Source: an optimization exercise on an open RTL-to-GDS flow (aim: small area). Production flows keep margins and buffers that such runs may drop.
Function was checked by simulation only, so behaviour that the tests miss may differ from the original.
Power is estimated from default activity; no workload was simulated.

==> flow/design.v (outline; a module is shown in full before it is edited, if it fits) <==
// module mce: 392 lines
// module mce_a21o: 3 lines
// module mce_a21oi: 3 lines
// module mce_a222oi: 3 lines
// module mce_a22o: 3 lines
// module mce_and2: 3 lines
// module mce_fa: 4 lines
// module mce_ha: 4 lines
// module mce_nand2: 3 lines
// module mce_nand2b: 3 lines
// module mce_nand4: 3 lines
// module mce_nor2: 3 lines
// module mce_o21ai: 3 lines
// module mce_or2: 3 lines
// module mce_or4: 3 lines
// module mce_xnor2: 3 lines
// module mce_xor2: 3 lines
// module mce_ctl: 1125 lines
// module mce_rom: 417 lines
// module mce_dec: 176 lines
// module mce_g_a221o_1: 3 lines
// module mce_g_a222oi_1: 3 lines
// module mce_g_a22o_1: 3 lines
// module mce_g_a311oi_1: 3 lines
// module mce_g_a31o_1: 3 lines
// module mce_g_a31oi_1: 3 lines
// module mce_g_a32o_1: 3 lines
// module mce_g_a32oi_1: 3 lines
// module mce_g_and2_0: 3 lines
// module mce_g_and3_1: 3 lines
// module mce_g_inv_1: 3 lines
// module mce_g_nand2_1: 3 lines
// module mce_g_nand3_1: 3 lines
// module mce_g_nand3b_1: 3 lines
// module mce_g_nand4_1: 3 lines
// module mce_g_nor2_1: 3 lines
// module mce_g_o211a_1: 3 lines
// module mce_g_o21a_1: 3 lines
// module mce_g_o21ai_0: 3 lines
// module mce_g_o21bai_1: 3 lines
// module mce_g_o221a_1: 3 lines
// module mce_g_o22a_1: 3 lines
// module mce_g_o22ai_1: 3 lines
// module mce_g_o311a_1: 3 lines
// module mce_g_o311ai_0: 3 lines
// module mce_g_o31a_1: 3 lines
// module mce_g_o32a_1: 3 lines
// module mce_g_o41a_1: 3 lines
// module mce_g_or2_0: 3 lines
// module mce_g_or3_1: 3 lines
module mce #(
    parameter W_T = 32,
    parameter W_U = 16,
    parameter W_A = 16
) (
    input  wire           clk,
    input  wire           rst,
    input  wire [W_T-1:0] NOW,
    input  wire [1:0]     CMD,
    input  wire [W_U-1:0] UNIT_IN,
    input  wire [7:0]     PAT_IN,
    input  wire [W_A-1:0] MSG_BASE,
    input  wire [7:0]     MSG_DATA,
    input  wire [7:0]     ROM_CHAR,
    input  wire [7:0]     DEC_PAT,
    output wire           TONE_ON,
    output wire           BUSY,
    output wire [W_A-1:0] MSG_ADDR,
    output wire [7:0]     ROM_PAT,
    output wire           DEC_SPACE,
    output wire           DEC_NOSTART,
    output wire [2:0]     DEC_LEN,
    output wire [6:0]     DEC_ELEMS
);
  // ...
==> flow/flow/run.sh <==
#!/bin/bash
# Own layout flow: the standard ORFS flow (standard.sh, unchanged
# synthesis), except that the port buffers are the smallest buffer cell and
# clock tree synthesis inserts no dummy loads.
set -euo pipefail
export BUFFER_PORTS_ARGS="-buffer_cell sky130_fd_sc_hd__buf_1"
export CTS_ARGS="-sink_clustering_enable -repair_clock_nets -dont_use_dummy_load -buf_list sky130_fd_sc_hd__clkbuf_8"
bash standard.sh finish > standard_flow.log 2>&1
==> flow/standard.sh <==
#!/bin/bash
# synth_recipe.tcl (not shown) runs the flow's synth.tcl, then flattens the netlist and writes it again
# the make line also repeats each setting of config.mk as NAME=value (left out here)
make -C /OpenROAD-flow-scripts/flow DESIGN_CONFIG=/design/flow/config.mk WORK_HOME=/design/flow/orfs CLKGATE_MAP_FILE= SYNTH_SCRIPT=/design/flow/synth_recipe.tcl "${@:-finish}"
==> flow/config.mk <==
export PLATFORM = sky130hd
export DESIGN_NAME = mce
export DESIGN_NICKNAME = mce
export VERILOG_FILES = /design/flow/design.v
export SDC_FILE = /design/flow/constraint.sdc
export NUM_CORES = 4
export LEC_CHECK = 0
export CAP_MARGIN = 20
export CORE_MARGIN = 2
export CORE_UTILIZATION = 75
export CTS_BUF_LIST = sky130_fd_sc_hd__clkbuf_8
export GPL_TIMING_DRIVEN = 0
export SLEW_MARGIN = 20
export SYNTH_HIERARCHICAL = 1
==> flow/constraint.sdc <==
create_clock -name core_clock -period 8.0 [get_ports {clk}]
set_input_delay 1.6000 -clock core_clock [delete_from_list [all_inputs] [get_ports {clk}]]
set_output_delay 1.6000 -clock core_clock [all_outputs]
set_load 0.01 [all_outputs]
==> impl_metrics.py, run 1 <==
metrics = {
    "clocking": {
        "post_cts.repair.setup_buffers": 0,
        "cts_max_level": 3,
        "clk-insertion-delay-late_ps": 350,
    },
    "yosys": {
        "syn-cell-area_sq_um": 5580,
        "async_reset_ff_share_pct": 0,
        "synth_cell_types": 47,
        "synthTopCellsByArea": "edfxtp_1 17%, dfxtp_1 16%, a22o_1 7.5%, xnor2_1 6.1%, fa_1 6.1%",
        "ys_seq_area_share_pct": 33.0,
    },
    "final_layout": {
        "nNetsFinal": 929,
        "largest_class": "multi-input gates",
        "multi_input_area_sq_um": 3610,
        "num-multi-input-gates": 530,
        "n_all_buffers": 139,
        "inv_count": 49,
    },
    "grt": {
        "gr-usage-met1_pct": 48.0,
        "grt_use_met2_pct": 66.5,
        "grt_pass1_wl_um": 25800,
        "antenna_found_initial": 0,
    },
    "route": {
        "vias": 5936,
        "dr_wl_met3_um": 1750,
    },
    "power_and_ir_drop": {
        "combPwrFrac_pct": 60.6,
    },
    "die": {
        "die_y_um": 90.2,
        "nWellTaps": 99,
    },
    "worst_setup_path": {
        "rr_endpoint": "nd[15]",
        "crit_end": "nd[15]",
        "critPathTopFamily": "compound AO/OA/AOI/OAI gates",
    },
    "status": {
        "outcome": "no timing/DRC/antenna violations",
    },
}
==> run 2, diff against run 1 <==
--- a/flow/flow/run.sh
+++ b/flow/flow/run.sh
@@ -5,4 +5,4 @@
 set -euo pipefail
 export BUFFER_PORTS_ARGS="-buffer_cell sky130_fd_sc_hd__buf_1"
-export CTS_ARGS="-sink_clustering_enable -repair_clock_nets -dont_use_dummy_load -buf_list sky130_fd_sc_hd__clkbuf_8"
+export CTS_ARGS="-repair_clock_nets -dont_use_dummy_load -buf_list sky130_fd_sc_hd__clkbuf_8"
 bash standard.sh finish > standard_flow.log 2>&1
==> impl_metrics.py, run 2 <==
metrics = {
    "status": {
        "outcome": "no timing/DRC/antenna violations",
    },
    "sta": {
        "setup_tns_ps": 0,
        "slew_headroom_pct": 46.5,
        "finalSetupViolCount": 0,
        "worst_pin_slew_ps": 802,
        "fin_crit_sh_pct": 95.9,
        "fin_crit_ps": 7670,
        "fin_worst_skew_ps": 26.7,
        "hold_ws_ps": 482,
        "hold_viol": 0,
        "fmax_mhz": 130,
        "drv_slew": 0,
    },
    "power_and_ir_drop": {
        "p_leak_nw": 2.46,
        "p_seq_share_pct": 30.1,
        "swShare_pct": 44.5,
        "p_switching_mw": 1.12,
        "power.total_mw": 2.51,
        "p_per_area_nw_per_um2": 391,
        "combPwrFrac_pct": 60.6,
        "peakVddDrop_uv": 241,
        "p_int_mw": 1.39,
        "p_clk_share_pct": 9.3,
    },
    "clocking": {
        "hold_buffers": 0,
        "clk_path_buf_depth": 2,
        "clk-insertion-delay-late_ps": 350,
        "cts_made_buffers": 9,
        "cts_max_level": 3,
        "root_buffer": "clkbuf_8",
        "cts_sinks": 76,
        "cts_tree": "built",
        "clkTransAtPathRegs_ps": 70,
    },
    "min_path": {
        "hold_path_class": "reg2reg",
    },
    "grt": {
        "grt_pass1_wl_um": 25800,
        "grt.total_usage_pct": 38.9,
        "antenna_found_initial": 0,
        "overflow": 0,
        "grt_max_degree": 33,
        "grt_pass1_vias": 5678,
    },
    "route": {
        "ant_nets": 0,
        "drtPass1Iterations": 9,
        "drc": 0,
        "drt_iter0_drc": 794,
        "vias": 5936,
        "wl_per_cell_um": 18.3,
        "routed_via_density": 6.58,
        "wl_um": 16500,
    },
    "yosys": {
        "synth.ff_latch_count": 76,
        "synth_top_area_share_pct": 17.2,
        "ys_seq_area_share_pct": 33.0,
        "synthMostInstantiatedCell": "nand2_1",
        "synth_cell_types": 47,
        "synthTopCellsByArea": "edfxtp_1 17%, dfxtp_1 16%, a22o_1 7.5%, xnor2_1 6.1%, fa_1 6.1%",
        "yosysWarnings": 7,
        "syn-cell-area_sq_um": 5580,
        "syn_avg_cell_area_sq_um": 8.53,
        "syn-num-nets": 778,
        "synth_ff_type": "dfxtp_1",
        "async_reset_ff_share_pct": 0,
        "synth_edf_count": 32,
        "yosysTopAreaCell": "edfxtp_1",
        "synthTopCellsByCount": "89 x nand2_1, 78 x nor2_1, 54 x o21ai_1, 48 x a22o_1, 48 x inv_1",
        "netlist_instances": 654,
    },
    "job": {
        "max_cap_viol_count": 0,
    },
    "worst_setup_path": {
        "crit_required_ps": 8090,
        "crit_path_frequent_cell": "a21oi_2",
        "crit_buf_inv": 5,
        "critPathTopFamily": "compound AO/OA/AOI/OAI gates",
        "crit_slowest_cell": "fa_1",
        "worst_setup_path_end_kind": "flop",
        "worstPathArrival_ps": 7760,
        "crit_fanout": 17,
        "startpoint_type": "input port",
        "rrSetupSlack_ps": 530,
        "critical_path_class": "in2reg",
        "max_stage_delay_ps": 550,
    },
    "die": {
        "io_pins": 138,
        "die_x_um": 90.2,
        "fp-row-count": 31,
        "initial_core_util_pct": 77.3,
        "die_y_um": 90.2,
        "dieArea_sq_um": 8140,
        "fp.coreArea_sq_um": 7210,
    },
    "placed_design": {
        "portBuffers": 136,
        "hpwl_um": 11100,
        "gp_congestion": 1.13,
    },
    "final_layout": {
        "regMostFlops": "nd",
        "largest_reg_flops": 32,
        "reg_top3": "nd x32, msg_ptr x16, unit x16",
        "layout_commonest_cell": "buf_1",
        "drive_above_1_share_pct": 4.11,
        "fillers": 362,
        "utilization_pct": 89.0,
        "antennaDiodeCount": 0,
        "area_delta_synth_final_pct": 15.1,
        "multi_input_area_sq_um": 3610,
        "seqCellArea_sq_um": 1840,
        "final_cell_mix": "136 x buf_1, 89 x nand2_1, 76 x nor2_1",
        "nNetsFinal": 929,
    },
}
==> run 2: through the flow <==
| stage | worst slack, ps | instances | area, sq um |
|---|---|---|---|
| after floorplan | 93.4 | 654 | 5580 |
| after global placement | -1920 | 889 | 6210 |
| after detailed placement | -732 | 889 | 6220 |
| after CTS | 24.7 | 900 | 6360 |
| after global routing | -2.46 | 902 | 6420 |
| final | 331 | 902 | 6420 |
==> run 2: path summary, 6_finish.rpt <==
path / start / end / cells past startpoint
worst max-delay path: CMD[0] / nd[15] / 29
worst min-delay path: pattern[5] / pattern[5] / 2
worst max register to register: st[0] / nd[15] / 29
worst min register to register: pattern[5] / pattern[5] / 2
==> run 2: cells by family after synthesis <==
logic type	share of synthesized area, %
AOI/OAI and AO/OA	24.2
buffers and inverters	3.50
and+or+nand+nor	22.7
adders and majority gates	7.67
muxes	0.269
xor gates and xnor gates	8.64
other	0.0672
DFF	33.0
==> run 2: repair_timing <==
action | 4_1_cts | 5_1_grt
pin swaps | 1 | 0
buffers inserted | 0 | 1
resized for setup | 2 | 4
cloned | 2 | 1
endpoints found under the setup margin | 19 | 49
==> run 2: worst min-delay path, cell delays in order, from the launching register on <==
cell     delay (ps)
dfxtp_1         320
nand2_1          60
o21ai_1          50
==> run 2: routing by layer <==
layer  wire (um)  global-route usage (%)
met4         625                    17.2
met5           0                       0
met2        8000                    66.5
met3        1750                    7.54
met1        6160                    48.0
==> run 2: cell type report <==
| class | instances | area share (%) |
|---|---|---|
| Inverter | 48 | 2.87 |
| Buffer | 2 | 0.234 |
| Timing Repair Buffer | 137 | 8.07 |
| Sequential cell | 76 | 28.7 |
| Tap cell | 99 | 1.93 |
| Multi-Input combinational cell | 530 | 56.2 |
| Timing Repair inverter | 1 | 0.0780 |
| Clock buffer | 9 | 1.93 |
==> run 2: modules after synthesis, one instance, submodules excluded, a selection <==
| module | cell area [sq um] | cells inside | copies in the design |
|---|---|---|---|
| mce_nand2b | 6.26 | 1 | 2 |
| mce_g_o32a_1 | 10.0 | 1 | 1 |
| mce_xor2 | 8.76 | 1 | 16 |
| mce_ha | 12.5 | 1 | 7 |
| mce_g_and3_1 | 6.26 | 1 | 4 |
| mce_g_and2_0 | 6.26 | 1 | 2 |
| mce_g_a221o_1 | 10.0 | 1 | 2 |
| mce_g_inv_1 | 3.75 | 1 | 48 |
| mce_g_a222oi_1 | 10.0 | 1 | 3 |
| mce_g_o21a_1 | 7.51 | 1 | 3 |
==> run 2: power groups by stage <==
stage               sequential [mW]  combinational, mW  clock [mW]
floorplan                     0.729               1.11           0
global placement              0.744               1.31           0
detailed placement            0.755               1.40           0
CTS                           0.753               1.44       0.227
global route                  0.772               1.64       0.246
finish                        0.756               1.52       0.233
==> run 3, diff against run 2 <==
--- a/flow/flow/run.sh
+++ b/flow/flow/run.sh
@@ -5,4 +5,4 @@
 set -euo pipefail
 export BUFFER_PORTS_ARGS="-buffer_cell sky130_fd_sc_hd__buf_1"
-export CTS_ARGS="-repair_clock_nets -dont_use_dummy_load -buf_list sky130_fd_sc_hd__clkbuf_8"
+export CTS_ARGS="-sink_clustering_enable -repair_clock_nets -dont_use_dummy_load -buf_list {sky130_fd_sc_hd__clkbuf_4 sky130_fd_sc_hd__clkbuf_8}"
 bash standard.sh finish > standard_flow.log 2>&1
==> impl_metrics.py, run 3 <==
metrics = {
    "status": {
        "outcome": "no timing/DRC/antenna violations",
    },
    "grt": {
        "overflow": 0,
        "grt_max_degree": 33,
        "antenna_found_initial": 0,
        "grt_pass1_wl_um": 25800,
        "grt_pass1_vias": 5678,
        "grt.total_usage_pct": 38.9,
    },
    "sta": {
        "worst_pin_slew_ps": 802,
        "drv_slew": 0,
        "slew_headroom_pct": 46.5,
        "finalSetupViolCount": 0,
        "fin_crit_sh_pct": 95.9,
        "hold_viol": 0,
        "fin_crit_ps": 7670,
        "fin_worst_skew_ps": 26.7,
        "fmax_mhz": 130,
        "hold_ws_ps": 482,
    },
    "worst_setup_path": {
        "crit_fanout": 17,
        "startpoint_type": "input port",
        "crit_required_ps": 8090,
        "worst_setup_path_end_kind": "flop",
        "crit_slowest_cell": "fa_1",
        "cp_num_cells": 29,
        "max_stage_delay_ps": 550,
        "reg2regPathDepth": 29,
        "crit_path_frequent_cell": "a21oi_2",
        "worstPathArrival_ps": 7760,
        "crit_buf_inv": 5,
        "critical_path_class": "in2reg",
        "critPathTopFamily": "compound AO/OA/AOI/OAI gates",
    },
    "route": {
        "drtPass1Iterations": 9,
        "routed_via_density": 6.58,
        "vias": 5936,
        "ant_nets": 0,
        "wl_per_cell_um": 18.3,
        "drt_iter0_drc": 794,
        "wl_um": 16500,
        "drc": 0,
    },
    "die": {
        "dieArea_sq_um": 8140,
        "initial_core_util_pct": 77.3,
        "die_x_um": 90.2,
        "fp.coreArea_sq_um": 7210,
        "fp-row-count": 31,
        "die_y_um": 90.2,
        "io_pins": 138,
    },
    "yosys": {
        "synthMostInstantiatedCell": "nand2_1",
        "yosysWarnings": 7,
        "synthTopCellsByArea": "edfxtp_1 17%, dfxtp_1 16%, a22o_1 7.5%, xnor2_1 6.1%, fa_1 6.1%",
        "syn_avg_cell_area_sq_um": 8.53,
        "synthTopCellsByCount": "89 x nand2_1, 78 x nor2_1, 54 x o21ai_1, 48 x a22o_1, 48 x inv_1",
        "synth_top_area_share_pct": 17.2,
        "synth.ff_latch_count": 76,
        "syn-cell-area_sq_um": 5580,
        "ys_seq_area_share_pct": 33.0,
        "synth_edf_count": 32,
        "async_reset_ff_share_pct": 0,
        "yosysTopAreaCell": "edfxtp_1",
        "synth_cell_types": 47,
        "syn-num-nets": 778,
        "synth_ff_type": "dfxtp_1",
        "netlist_instances": 654,
    },
    "final_layout": {
        "fin_cells": 902,
        "layout_commonest_cell": "buf_1",
        "design_area_sq_um": 6420,
        "utilization_pct": 89.0,
        "largest_reg_flops": 32,
        "drive_above_1_share_pct": 4.11,
        "regMostFlops": "nd",
        "fillers": 362,
        "area_delta_synth_final_pct": 15.1,
        "nNetsFinal": 929,
        "final_cell_mix": "136 x buf_1, 89 x nand2_1, 76 x nor2_1",
        "reg_top3": "nd x32, msg_ptr x16, unit x16",
        "antennaDiodeCount": 0,
    },
    "power_and_ir_drop": {
        "p_leak_nw": 2.46,
        "peakVddDrop_uv": 241,
        "power.total_mw": 2.51,
        "p_per_area_nw_per_um2": 391,
    },
    "placed_design": {
        "portBuffers": 136,
        "placed_cells": 889,
        "postPlaceCellArea_sq_um": 6220,
        "hpwl_um": 11100,
        "gp_congestion": 1.13,
    },
    "job": {
        "max_cap_viol_count": 0,
    },
    "clocking": {
        "cts_sinks": 76,
        "clkTransAtPathRegs_ps": 70,
        "cts_max_level": 3,
        "root_buffer": "clkbuf_8",
        "cts_tree": "built",
        "cts_made_buffers": 9,
        "clk_path_buf_depth": 2,
        "clk-insertion-delay-late_ps": 350,
        "hold_buffers": 0,
    },
    "min_path": {
        "hold_path_class": "reg2reg",
        "min_delay_path_depth": 2,
    },
}
==> run 3: metal layers <==
layer / wire (um) / GRT usage (%) / vias up
li1: - / - / 2663
met1: 6160 / 48.0 / 2716
met2: 8000 / 66.5 / 472
met3: 1750 / 7.54 / 85
met4: 625 / 17.2 / 0
met5: 0 / 0 / -
==> run 3: Yosys stat by module (local to each module, per instance), a selection <==
module,cell area [sq um],cells inside
mce_g_o221a_1,11.3,1
mce_xnor2,8.76,1
mce_a21o,7.51,1
mce_g_a31oi_1,6.26,1
mce_g_and3_1,6.26,1
mce_nand2,3.75,1
mce_fa,20.0,1
==> run 3: kinds of logic (layout without fill, tap and decap cells) <==
group           count (synthesis)  after routing  share of synthesized area [%]
compound gates                178            178                           24.2
xor+xnor                       55             55                           8.64
simple gates                  269            271                           22.7
other cells                     1              1                         0.0672
buf+inv                        50            197                           3.50
mux                             1              1                          0.269
fa+ha+maj                      24             24                           7.67
flops                          76             76                           33.0
==> run 3: worst reg2reg max path: cells and delay by family, from the launching register on <==
family,cells,cell delay [ps]
fa+ha+maj,1,550
compound gates,16,3070
xor+xnor,1,130
simple gates,7,2350
buf+inv,4,730
flops,1,410
==> run 3: metrics by stage <==
| step | TNS (ps) | setup slack (ps) |
|---|---|---|
| after detailed placement | -9930 | -732 |
| after floorplan | 0 | 93.4 |
| final | 0 | 331 |
| after CTS | 0 | 24.7 |
| after global placement | -48400 | -1920 |
| after global routing | -10.9 | -2.46 |
==> run 3: layout make-up <==
cell class	instances	area [sq um]	area share, %
Multi-Input combinational cell	530	3610	56.2
Clock buffer	9	124	1.93
Timing Repair Buffer	137	518	8.07
Buffer	2	15.0	0.234
Inverter	48	184	2.87
Tap cell	99	124	1.93
Sequential cell	76	1840	28.7
Timing Repair inverter	1	5.00	0.0780
==> run 3: worst paths after layout <==
| path | startpoint | endpoint | slack, ps |
|---|---|---|---|
| hold reg to reg | pattern[5] | pattern[5] | 480 |
| hold / removal | pattern[5] | pattern[5] | 480 |
| setup reg to reg | st[0] | nd[15] | 530 |
| setup / recovery | CMD[0] | nd[15] | 330 |
==> run 3: power breakdown <==
group          internal [mW]  total, mW  switching [mW]
Sequential             0.668      0.756          0.0878
Clock                  0.101      0.233           0.132
Combinational          0.623       1.52           0.896
Total                   1.39       2.51            1.12
==> run 3: repair_timing <==
item,in CTS,in global routing
setup buffers,0,1
cloned,2,1
setup endpoints to repair,19,49
gates resized for setup,2,4
pin swaps,1,0

[what the ideal ports hide]
The flow's constraints put no driver on any port. The routed layouts listed below were extracted and timed again, unchanged, in two steps.
Step 1: set_driving_cell puts a clkbuf_16 on clk and a buf_2 on each other input, an assumption about the parent block.
Step 2 adds t to the input delays and takes it off the output delays; t is the mean of the earliest and latest rising clock arrival at the registers after step 1. Input paths then give back, and output paths get back, about the clock's delay inside the block.
Three values: ideal ports, drivers, drivers and shift; two values: the first two.
run | t, ns | slack for setup (ns) | worst register clock-pin slew, ns | cell pins on the clock port's net
run 1 | 0.371 | 0.331 / 0.338 / -0.033 | 0.08 / 0.08 | 1
run 2 | 0.371 | 0.331 / 0.338 / -0.033 | 0.08 / 0.08 | 1
run 3 | 0.371 | 0.331 / 0.338 / -0.033 | 0.08 / 0.08 | 1
Met with ideal ports but missed after step 2: setup timing in every run listed.
